Context: an optimization exercise on an open-source flow, tuned for small area. The choices shown serve that exercise and are no tape-out recipe.
RTL that was checked went through simulation tests only; none was proved equivalent to the original.
The flow treats the clock pin as an ideal source. Dropping or thinning the clock tree relies on that and would not hold on a real chip.
No activity file was given, so power comes from the tool's default toggle rates.

==> module gnx_tx, before the edit <==
module gnx_tx (
    input  wire       clk,
    input  wire       rst,
    input  wire       in_valid,
    output wire       in_ready,
    input  wire [7:0] in_data,
    input  wire       in_last,
    output wire       out_valid,
    input  wire       out_ready,
    output reg  [7:0] out_data,
    output wire       out_last
);
    localparam T_CH    = 3'd0;
    localparam T_CMD   = 3'd1;
    localparam T_COL   = 3'd2;    
    localparam T_PRE   = 3'd4;    
    localparam T_HDR   = 3'd3;    
    localparam T_DATA  = 3'd6;
    localparam T_TAIL  = 3'd7;    
    reg [2:0] state;
    reg [2:0] c;          
    reg [2:0] n;          
    reg       last_seen;  
    reg [6:0] cks;        
    reg [7:0] b0, b1, b2, b3, b4, b5;
    wire full = (n == 3'd7);
    wire drop = (n == 3'd6);
    wire aligned = (c == 3'd6);
    assign out_valid = (state == T_PRE) || (state == T_DATA) || (state == T_TAIL) ||
                       (state == T_HDR && aligned && (!full || in_valid));
    assign out_last  = (state == T_TAIL) && c[0];
    wire cmd_bad = b5[7] || in_data[7];
    assign in_ready = (state == T_CH) || (state == T_COL) || (state == T_CMD) ||
                      (state == T_DATA && full && out_ready);
    wire take = in_valid && in_ready;
    wire xfer = out_valid && out_ready;
    always @(*) begin
        case (state)
            T_PRE: case (c)
                3'd0:    out_data = 8'hF0;
                3'd1:    out_data = 8'h00;
                3'd2:    out_data = 8'h00;
                3'd3:    out_data = 8'h10;
                3'd5:    out_data = 8'h56;
                default: out_data = {1'b0, b0[6:0]};
            endcase
            T_HDR:   out_data = {1'b0, b0[7], b1[7], b2[7], b3[7], b4[7], b5[7], full & in_data[7]};
            T_TAIL:  out_data = c[0] ? 8'hF7 : {1'b0, cks};
            default: out_data = {1'b0, b0[6:0]};
        endcase
    end
    wire shift = (take && !drop && !(state == T_CMD && cmd_bad)) ||
                 (state == T_HDR && !aligned) ||
                 (xfer && state == T_PRE && c != 3'd5) ||
                 (xfer && state == T_DATA);
    always @(posedge clk) begin
        if (shift) begin
            b0 <= b1;
            b1 <= b2;
            b2 <= b3;
            b3 <= b4;
            b4 <= b5;
            b5 <= {in_data[7] & take, in_data[6:0]};
        end
    end
    always @(posedge clk) begin
        if (rst) begin
            state     <= T_CH;
            c         <= 3'd0;
            n         <= 3'd0;
            last_seen <= 1'b0;
            cks       <= 7'd0;
        end else begin
            if (xfer && !(state == T_PRE && c == 3'd0) && !(state == T_TAIL && c[0]))
                cks <= cks ^ out_data[6:0];
            case (state)
                T_CH: if (take) begin
                    c <= 3'd1;
                    if (!in_last)
                        state <= T_CMD;
                    else
                        c <= 3'd0;
                end
                T_CMD: if (take) begin
                    c         <= 3'd0;
                    last_seen <= in_last;
                    if (cmd_bad) begin
                        if (in_last) begin
                            state <= T_CH;
                            c     <= 3'd0;
                        end else begin
                            n     <= 3'd6;
                            state <= T_COL;
                        end
                    end else begin
                        state <= T_PRE;
                    end
                end
                T_PRE: if (xfer) begin
                    if (c == 3'd6) begin
                        c     <= 3'd0;
                        state <= last_seen ? T_TAIL : T_COL;
                    end else
                        c <= c + 3'd1;
                end
                T_COL: if (take) begin
                    if (drop) begin
                        if (in_last) begin
                            n     <= 3'd0;
                            state <= T_CH;
                        end
                    end else begin
                        c         <= c + 3'd1;
                        last_seen <= in_last;
                        n         <= (n == 3'd5 && !in_last) ? 3'd7 : n + 3'd1;
                        if (in_last || n == 3'd5)
                            state <= T_HDR;
                    end
                end
                T_HDR: if (!aligned)
                    c <= c + 3'd1;
                else if (xfer) begin
                    c     <= 3'd0;
                    state <= T_DATA;
                end
                T_DATA: if (xfer) begin
                    n <= n - 3'd1;
                    if (full)
                        last_seen <= in_last;
                    if (n == 3'd1)
                        state <= last_seen ? T_TAIL : T_COL;
                end
                T_TAIL: if (xfer) begin
                    if (c[0]) begin
                        state <= T_CH;
                        c     <= 3'd0;
                    end else
                        c <= 3'd1;
                end
                default: state <= T_CH;
            endcase
        end
    end
endmodule
==> flow/config.mk <==
export PLATFORM = sky130hd
export DESIGN_NAME = gnx_link
export DESIGN_NICKNAME = gnx_link
export VERILOG_FILES = /design/flow/design.v
export SDC_FILE = /design/flow/constraint.sdc
export NUM_CORES = 4
export LEC_CHECK = 0
export CAP_MARGIN = 20
export CORE_MARGIN = 2
export CORE_UTILIZATION = 40
export SLEW_MARGIN = 20
==> flow/constraint.sdc <==
create_clock -name core_clock -period 5.0 [get_ports {clk}]
set_input_delay 1.0000 -clock core_clock [delete_from_list [all_inputs] [get_ports {clk}]]
set_output_delay 1.0000 -clock core_clock [all_outputs]
set_load 0.01 [all_outputs]
standard.sh (not shown) runs the stock make flow with config.mk's settings and CLKGATE_MAP_FILE= SYNTH_SCRIPT=/design/flow/synth_recipe.tcl, a recipe that flattens the netlist after the stock synthesis.
==> flow/flow/run.sh <==
#!/bin/bash
# The standard layout with three changes:
#  - after the standard synthesis, the combinational logic is mapped again with an area-oriented
#    ABC script (a timed &deepsyn search, then amap, best of four seeds; flip-flops, their names and cell types are kept exactly as synthesis made them);
#  - the port buffers are the smallest buffer cell;
#  - the clock tree is four buf_12, each driving the clocks of a quarter of the flip-flops
#    (flow/clock_buffer.tcl runs before CTS and takes the place of clock_tree_synthesis).
set -euo pipefail
export BUFFER_PORTS_ARGS="-buffer_cell sky130_fd_sc_hd__buf_1"
R=orfs/results/sky130hd/gnx_link/base
LIB=$FLOW_HOME/platforms/sky130hd/lib/sky130_fd_sc_hd__tt_025C_1v80.lib

bash standard.sh synth > synth.log 2>&1
cp $R/1_2_yosys.v $R/1_2_yosys_std.v

# four seeds of the search in parallel; the smallest result is kept
for S in 1 2 3 4; do
  printf 'strash\n&get -n\n&deepsyn -T 30 -S %d\n&put\ndch -f\namap\n' $S > area_$S.abc
  yosys -p "read_liberty -ignore_miss_func $LIB; read_verilog $R/1_2_yosys_std.v; hierarchy -top $FLOW_TOP;
    setattr -mod -set keep_hierarchy 1 sky130_fd_sc_hd__*df* sky130_fd_sc_hd__conb_*; flatten; opt_clean;
    abc -script area_$S.abc -liberty $LIB -dont_use *lpflow* -dont_use *probe*; opt_clean -purge;
    hilomap -singleton -hicell sky130_fd_sc_hd__conb_1 HI -locell sky130_fd_sc_hd__conb_1 LO;
    insbuf -buf sky130_fd_sc_hd__buf_1 A X; splitnets; opt_clean -purge; tee -o remap_$S.stat stat -liberty $LIB;
    select $FLOW_TOP; write_verilog -noattr -nohex -nodec -selected $R/1_2_yosys_remap_$S.v" > remap_$S.log 2>&1 &
done
wait
best=$(for S in 1 2 3 4; do echo "$(grep 'Chip area for top module' remap_$S.stat | awk '{print $NF}') $S"; done | sort -g | head -1 | awk '{print $2}')
echo "remap: seed $best kept" | tee remap.log
cp $R/1_2_yosys_remap_$best.v $R/1_2_yosys_remap.v
cp $R/1_2_yosys_remap.v $R/1_2_yosys.v
rm -f $R/1_synth.odb $R/1_synth.sdc

export PRE_CTS_TCL=$PWD/flow/clock_buffer.tcl
bash standard.sh > standard.log 2>&1
Other scripts of this flow, unchanged in this note and not shown: flow/flow/clock_buffer.tcl
Then changed:
--- a/flow/design.v
+++ b/flow/design.v
@@ -12,10 +12,11 @@
 );
     localparam T_CH    = 3'd0;
     localparam T_CMD   = 3'd1;
     localparam T_COL   = 3'd2;    
+    localparam T_ALIGN = 3'd3;    
     localparam T_PRE   = 3'd4;    
-    localparam T_HDR   = 3'd3;    
+    localparam T_HDR   = 3'd5;
     localparam T_DATA  = 3'd6;
     localparam T_TAIL  = 3'd7;    
     reg [2:0] state;
     reg [2:0] c;          
@@ -24,11 +25,10 @@
     reg [6:0] cks;        
     reg [7:0] b0, b1, b2, b3, b4, b5;
     wire full = (n == 3'd7);
     wire drop = (n == 3'd6);
-    wire aligned = (c == 3'd6);
     assign out_valid = (state == T_PRE) || (state == T_DATA) || (state == T_TAIL) ||
-                       (state == T_HDR && aligned && (!full || in_valid));
+                       (state == T_HDR && (!full || in_valid));
     assign out_last  = (state == T_TAIL) && c[0];
     wire cmd_bad = b5[7] || in_data[7];
     assign in_ready = (state == T_CH) || (state == T_COL) || (state == T_CMD) ||
                       (state == T_DATA && full && out_ready);
@@ -49,10 +49,10 @@
             default: out_data = {1'b0, b0[6:0]};
         endcase
     end
     wire shift = (take && !drop && !(state == T_CMD && cmd_bad)) ||
-                 (state == T_HDR && !aligned) ||
-                 (xfer && state == T_PRE && c != 3'd5) ||
+                 (state == T_ALIGN && c != 3'd6) ||
+                 (xfer && state == T_PRE && (c == 3'd4 || c == 3'd6)) ||
                  (xfer && state == T_DATA);
     always @(posedge clk) begin
         if (shift) begin
             b0 <= b1;
@@ -81,9 +81,9 @@
                     else
                         c <= 3'd0;
                 end
                 T_CMD: if (take) begin
-                    c         <= 3'd0;
+                    c         <= 3'd2;
                     last_seen <= in_last;
                     if (cmd_bad) begin
                         if (in_last) begin
                             state <= T_CH;
@@ -92,9 +92,17 @@
                             n     <= 3'd6;
                             state <= T_COL;
                         end
                     end else begin
-                        state <= T_PRE;
+                        state <= T_ALIGN;
+                    end
+                end
+                T_ALIGN: begin
+                    if (c != 3'd6)
+                        c <= c + 3'd1;
+                    else begin
+                        c     <= 3'd0;
+                        state <= (n == 3'd0) ? T_PRE : T_HDR;
                     end
                 end
                 T_PRE: if (xfer) begin
                     if (c == 3'd6) begin
@@ -113,17 +121,13 @@
                         c         <= c + 3'd1;
                         last_seen <= in_last;
                         n         <= (n == 3'd5 && !in_last) ? 3'd7 : n + 3'd1;
                         if (in_last || n == 3'd5)
-                            state <= T_HDR;
+                            state <= T_ALIGN;
                     end
                 end
-                T_HDR: if (!aligned)
-                    c <= c + 3'd1;
-                else if (xfer) begin
-                    c     <= 3'd0;
+                T_HDR: if (xfer)
                     state <= T_DATA;
-                end
                 T_DATA: if (xfer) begin
                     n <= n - 3'd1;
                     if (full)
                         last_seen <= in_last;
Synthesized cell count is higher by 0.82%.
Setup slack gains 1.0 ns.
Critical path depth is lower by 3.
Hold slack loses 0.013 ns.
Register-to-register slack gains 0.47 ns.
Sequential share of layout area is lower by 0.36 points.
Area after synthesis is higher by 0.82%.
Combinational power is lower by 65%.
Sequential power is lower by about 10%.
No functional check of the RTL was part of the first run of this note. In every run of this note, the design's own scripts or RTL, not TritonCTS, make the clock network.

## re-timing with driven ports
The flow's constraints put no driver on any port. The routed layouts listed below were extracted and timed again, unchanged, in two steps. Step 1 (the two cells are an assumption about what drives the block):
set clk [get_ports {clk}]
set_driving_cell -lib_cell sky130_fd_sc_hd__clkbuf_16 $clk
set_driving_cell -lib_cell sky130_fd_sc_hd__buf_2 [delete_from_list [all_inputs] $clk]
Step 2 also shifts input and output timing later by t, the mid clock arrival at the registers, as if the neighbouring blocks saw the same clock. Slacks: ideal ports / drivers / drivers and shift; pairs: ideal ports / drivers.
| run | t, ns | setup WS [ns] | worst setup path at the end | slew at the worst register clock pin (ns) | worst data-port slew with drivers (ns) |
|---|---|---|---|---|---|
| the first run | 0.209 | 0.689 / 0.608 / 0.817 | register to output | 0.10 / 0.10 | 0.03 |
| the second run | 0.211 | 1.696 / 1.615 / 1.759 | input to output | 0.10 / 0.10 | 0.04 |
After both steps every run listed still meets setup and hold.
